What follows belongs to an exercise in optimizing a design on an open flow for small area; a production flow would make more cautious choices.
The RTL was checked by simulation tests, not by an equivalence proof against the original design.
No activity file was given, so power comes from the tool's default toggle rates.

==> flow/design.v (excerpt) <==
module modbus_led (
    input  wire        clk,
    input  wire        rst,
    input  wire        rx_valid,
    input  wire [7:0]  rx_data,
    output wire        rx_ready,
    output wire        tx_valid,
    output wire [7:0]  tx_data,
    input  wire        tx_ready,
    output wire        log_valid,
    output wire [15:0] log_min,
    output wire [15:0] log_sec,
    input  wire        scan_tick,
    output wire        panel_oe,
    output wire [1:0]  panel_addr,
    output wire        panel_data,
    output wire        panel_clk,
    output wire        panel_lat
);
Settings: LEC_CHECK=0, ABC_AREA=1, CAP_MARGIN=20, CORE_MARGIN=2, CORE_UTILIZATION=40, CTS_BUF_LIST=sky130_fd_sc_hd__clkbuf_16, CTS_CLUSTER_DIAMETER=100, CTS_CLUSTER_SIZE=30, GPL_TIMING_DRIVEN=1, SLEW_MARGIN=20; clock period 10.0 ns.
run.sh (not shown) runs the stock make flow with config.mk's settings and CLKGATE_MAP_FILE= SYNTH_SCRIPT=/design/flow/synth_recipe.tcl, a recipe that flattens the netlist after the stock synthesis.
Next try:
==> flow/flow/run.sh (new file) <==
#!/bin/bash
# Own layout flow: the standard ORFS flow (standard.sh) with these changes
# to how the layout is made:
#  - synthesis leaves adders to ABC instead of mapping them to adder cells,
#    maps logic with an area-only ABC script (flow/abc_area.script), and
#    inserts no extra buffers on nets that also drive output ports,
#  - the port buffers use the smallest buffer cell,
#  - clock tree synthesis clusters up to 20 sinks per clkbuf_8 and adds no
#    dummy loads.
# Every tool's full output is in ORFS's logs under orfs/logs/; this script's
# output (make and the DEF export) is in run_standard.log.
set -euo pipefail
W=$PWD
rm -rf "$W/scripts_own"
cp -r "$FLOW_HOME/scripts" "$W/scripts_own"
cp "$W/flow/abc_area.script" "$W/scripts_own/abc_area.script"
export SCRIPTS_DIR="$W/scripts_own"
export ADDER_MAP_FILE=
export SYNTH_INSBUF=0
export BUFFER_PORTS_ARGS="-buffer_cell sky130_fd_sc_hd__buf_1"
export CTS_ARGS="-sink_clustering_enable -repair_clock_nets -sink_clustering_size 20 -sink_clustering_max_diameter 60 -buf_list sky130_fd_sc_hd__clkbuf_8 -dont_use_dummy_load"
bash "$W/standard.sh" > "$W/run_standard.log" 2>&1
==> flow/flow/abc_area.script (new file) <==
strash
balance
rewrite
refactor
balance
rewrite
rewrite -z
balance
refactor -z
rewrite -z
balance
&get -n
&st
&dch -f
&nf -a -R 1000
&st
&dch -f
&nf -a -R 1000
&put
topo
==> flow/standard.sh (new file) <==
#!/bin/bash
# synth_recipe.tcl (not shown) runs the flow's synth.tcl, then flattens the netlist and writes it again
# the make line also repeats each setting of config.mk as NAME=value (left out here)
make -C /OpenROAD-flow-scripts/flow DESIGN_CONFIG=/design/flow/config.mk WORK_HOME=/design/flow/orfs CLKGATE_MAP_FILE= SYNTH_SCRIPT=/design/flow/synth_recipe.tcl "${@:-finish}"
- CORE_UTILIZATION: 40 -> 60
- CTS_BUF_LIST: sky130_fd_sc_hd__clkbuf_16 -> default
- CTS_CLUSTER_DIAMETER: 100 -> default
- CTS_CLUSTER_SIZE: 30 -> default
- GPL_TIMING_DRIVEN: 1 -> 0
- PLACE_DENSITY: default -> 0.7
removed: flow/run.sh
What happened: The changed run ran to the end with no violations; power goes down by 10%; area after synthesis came out lower by 9.9%; combinational power went down by 63%; clock power came out lower by about 10%; worst setup slack loses 0.50 ns; utilization increases by 21 points.
Next try:
--- a/flow/flow/run.sh
+++ b/flow/flow/run.sh
@@ -7,3 +7,3 @@
 #  - the port buffers use the smallest buffer cell,
-#  - clock tree synthesis clusters up to 20 sinks per clkbuf_8 and adds no
+#  - clock tree synthesis clusters up to 12 sinks per clkbuf_4 and adds no
 #    dummy loads.
@@ -20,3 +20,3 @@
 export BUFFER_PORTS_ARGS="-buffer_cell sky130_fd_sc_hd__buf_1"
-export CTS_ARGS="-sink_clustering_enable -repair_clock_nets -sink_clustering_size 20 -sink_clustering_max_diameter 60 -buf_list sky130_fd_sc_hd__clkbuf_8 -dont_use_dummy_load"
+export CTS_ARGS="-sink_clustering_enable -repair_clock_nets -sink_clustering_size 12 -sink_clustering_max_diameter 40 -buf_list sky130_fd_sc_hd__clkbuf_4 -dont_use_dummy_load"
 bash "$W/standard.sh" > "$W/run_standard.log" 2>&1
- CORE_UTILIZATION: 60 -> 70
- PLACE_DENSITY: 0.7 -> 0.8
The new run finished with timing, DRC and antenna clean; worst setup slack is worse by 0.27 ns; sequential power hardly moves; die area falls by 14%; routed wire length rises by 7.6%; sequential share of layout area rises by 0.63 points; power falls by 1.9%; sequential cell count is unchanged; fmax falls by 3.9%; clock-buffer cell count rises by 21.
Next try:
==> flow/flow/run.sh (replaced) <==
#!/bin/bash
# Own layout flow: the standard ORFS flow (standard.sh) with these changes
# to how the layout is made:
#  - synthesis maps logic with an area-only ABC script (flow/abc_area.script)
#    and inserts no extra buffers on nets that also drive output ports,
#  - the port buffers use the smallest buffer cell,
#  - clock tree synthesis clusters up to 30 sinks per clkbuf_16 and adds no
#    dummy loads.
# Every tool's full output is in ORFS's logs under orfs/logs/; this script's
# output (make and the DEF export) is in run_standard.log.
set -euo pipefail
W=$PWD
rm -rf "$W/scripts_own"
cp -r "$FLOW_HOME/scripts" "$W/scripts_own"
cp "$W/flow/abc_area.script" "$W/scripts_own/abc_area.script"
export SCRIPTS_DIR="$W/scripts_own"
export SYNTH_INSBUF=0
export BUFFER_PORTS_ARGS="-buffer_cell sky130_fd_sc_hd__buf_1"
export CTS_ARGS="-sink_clustering_enable -repair_clock_nets -sink_clustering_size 30 -sink_clustering_max_diameter 100 -buf_list sky130_fd_sc_hd__clkbuf_16 -dont_use_dummy_load"
bash "$W/standard.sh" > "$W/run_standard.log" 2>&1
==> flow/flow/abc_area.script (replaced) <==
strash
balance
rewrite
refactor
balance
rewrite
rewrite -z
balance
refactor -z
rewrite -z
balance
dch -f
map -a
topo
- CORE_UTILIZATION: 70 -> 60
- PLACE_DENSITY: 0.8 -> 0.7
=> Worst hold slack loses 0.035 ns; fmax is about the same; cell area came out higher by 5.8%; wire length rises by 8.0%; first-iteration DRC count drops by 23%.
Next try:
==> flow/run.sh (new file) <==
#!/bin/bash
# synth_recipe.tcl (not shown) runs the flow's synth.tcl, then flattens the netlist and writes it again
# the make line also repeats each setting of config.mk as NAME=value (left out here)
make -C /OpenROAD-flow-scripts/flow DESIGN_CONFIG=/design/flow/config.mk WORK_HOME=/design/flow/orfs CLKGATE_MAP_FILE= SYNTH_SCRIPT=/design/flow/synth_recipe.tcl finish
- CORE_UTILIZATION: 60 -> 40
- CTS_BUF_LIST: default -> sky130_fd_sc_hd__clkbuf_16
- CTS_CLUSTER_DIAMETER: default -> 100
- CTS_CLUSTER_SIZE: default -> 30
- PLACE_DENSITY: 0.7 -> default
removed: flow/flow/run.sh
removed: flow/flow/abc_area.script
removed: flow/standard.sh
Outcome:
- final area rises by 9.2%
- setup slack gains 0.38 ns
- count of clock-buffer cells in the layout does not change
Next try:
==> flow/flow/run.sh (new file) <==
#!/bin/bash
# Own layout flow: the standard ORFS flow (standard.sh) with these changes
# to how the layout is made:
#  - synthesis leaves adders to ABC instead of mapping them to adder cells,
#    maps logic with an area-only ABC script (flow/abc_area.script), and
#    inserts no extra buffers on nets that also drive output ports,
#  - the port buffers use the smallest buffer cell,
#  - clock tree synthesis clusters up to 12 sinks per clkbuf_4 and adds no
#    dummy loads.
# Every tool's full output is in ORFS's logs under orfs/logs/; this script's
# output (make and the DEF export) is in run_standard.log.
set -euo pipefail
W=$PWD
rm -rf "$W/scripts_own"
cp -r "$FLOW_HOME/scripts" "$W/scripts_own"
cp "$W/flow/abc_area.script" "$W/scripts_own/abc_area.script"
export SCRIPTS_DIR="$W/scripts_own"
export ADDER_MAP_FILE=
export SYNTH_INSBUF=0
export BUFFER_PORTS_ARGS="-buffer_cell sky130_fd_sc_hd__buf_1"
export CTS_ARGS="-sink_clustering_enable -repair_clock_nets -sink_clustering_size 12 -sink_clustering_max_diameter 40 -buf_list sky130_fd_sc_hd__clkbuf_4 -dont_use_dummy_load"
bash "$W/standard.sh" > "$W/run_standard.log" 2>&1
==> flow/flow/abc_area.script (new file) <==
strash
balance
rewrite
refactor
balance
rewrite
rewrite -z
balance
refactor -z
rewrite -z
balance
&get -n
&st
&dch -f
&nf -a -R 1000
&st
&dch -f
&nf -a -R 1000
&put
topo
==> flow/standard.sh (new file) <==
#!/bin/bash
# synth_recipe.tcl (not shown) runs the flow's synth.tcl, then flattens the netlist and writes it again
# the make line also repeats each setting of config.mk as NAME=value (left out here)
make -C /OpenROAD-flow-scripts/flow DESIGN_CONFIG=/design/flow/config.mk WORK_HOME=/design/flow/orfs CLKGATE_MAP_FILE= SYNTH_SCRIPT=/design/flow/synth_recipe.tcl "${@:-finish}"
- CORE_UTILIZATION: 40 -> 60
- CTS_BUF_LIST: sky130_fd_sc_hd__clkbuf_16 -> default
- CTS_CLUSTER_DIAMETER: 100 -> default
- CTS_CLUSTER_SIZE: 30 -> default
- PLACE_DENSITY: default -> 0.7
removed: flow/run.sh
Wire length shrinks by about a fifth.
First-iteration DRC count grows slightly.
Worst setup slack is worse by 0.26 ns.
Synthesized cell count shrinks by a quarter to a third.

[port drivers added, routing unchanged]
How much do the figures lean on ideal ports? The routed layouts below were timed once more, with nothing changed but the port constraints.
Step 1 (the two cells are an assumption about what drives the block):
set clk [get_ports {clk}]
set_driving_cell -lib_cell sky130_fd_sc_hd__clkbuf_16 $clk
set_driving_cell -lib_cell sky130_fd_sc_hd__buf_2 [delete_from_list [all_inputs] $clk]
Step 2 also shifts input and output timing later by t, the mid clock arrival at the registers, as if the neighbouring blocks saw the same clock.
Three values: ideal ports, drivers, drivers and shift; two values: the first two.
| run | t, ns | setup WS [ns] | hold slack, ns | worst slew at a driven data input, ns | cell pins on the clock port's net |
|---|---|---|---|---|---|
| the first run | 0.643 | 3.723 / 3.665 / 4.307 | 0.308 / 0.308 / 0.308 | 0.04 | 1 |
| the second run | 0.584 | 3.227 / 3.177 / 3.761 | 0.301 / 0.301 / 0.301 | 0.03 | 1 |
| the third run | 0.754 | 2.954 / 2.908 / 3.661 | 0.314 / 0.314 / 0.314 | 0.03 | 1 |
| the fourth run | 0.587 | 2.948 / 2.894 / 3.481 | 0.279 / 0.279 / 0.279 | 0.03 | 1 |
| the fifth run | 0.637 | 3.326 / 3.269 / 3.906 | 0.321 / 0.321 / 0.321 | 0.03 | 1 |
| the sixth run | 0.685 | 3.063 / 3.020 / 3.705 | 0.281 / 0.281 / 0.281 | 0.03 | 1 |
After both steps setup and hold are still met in every run listed.
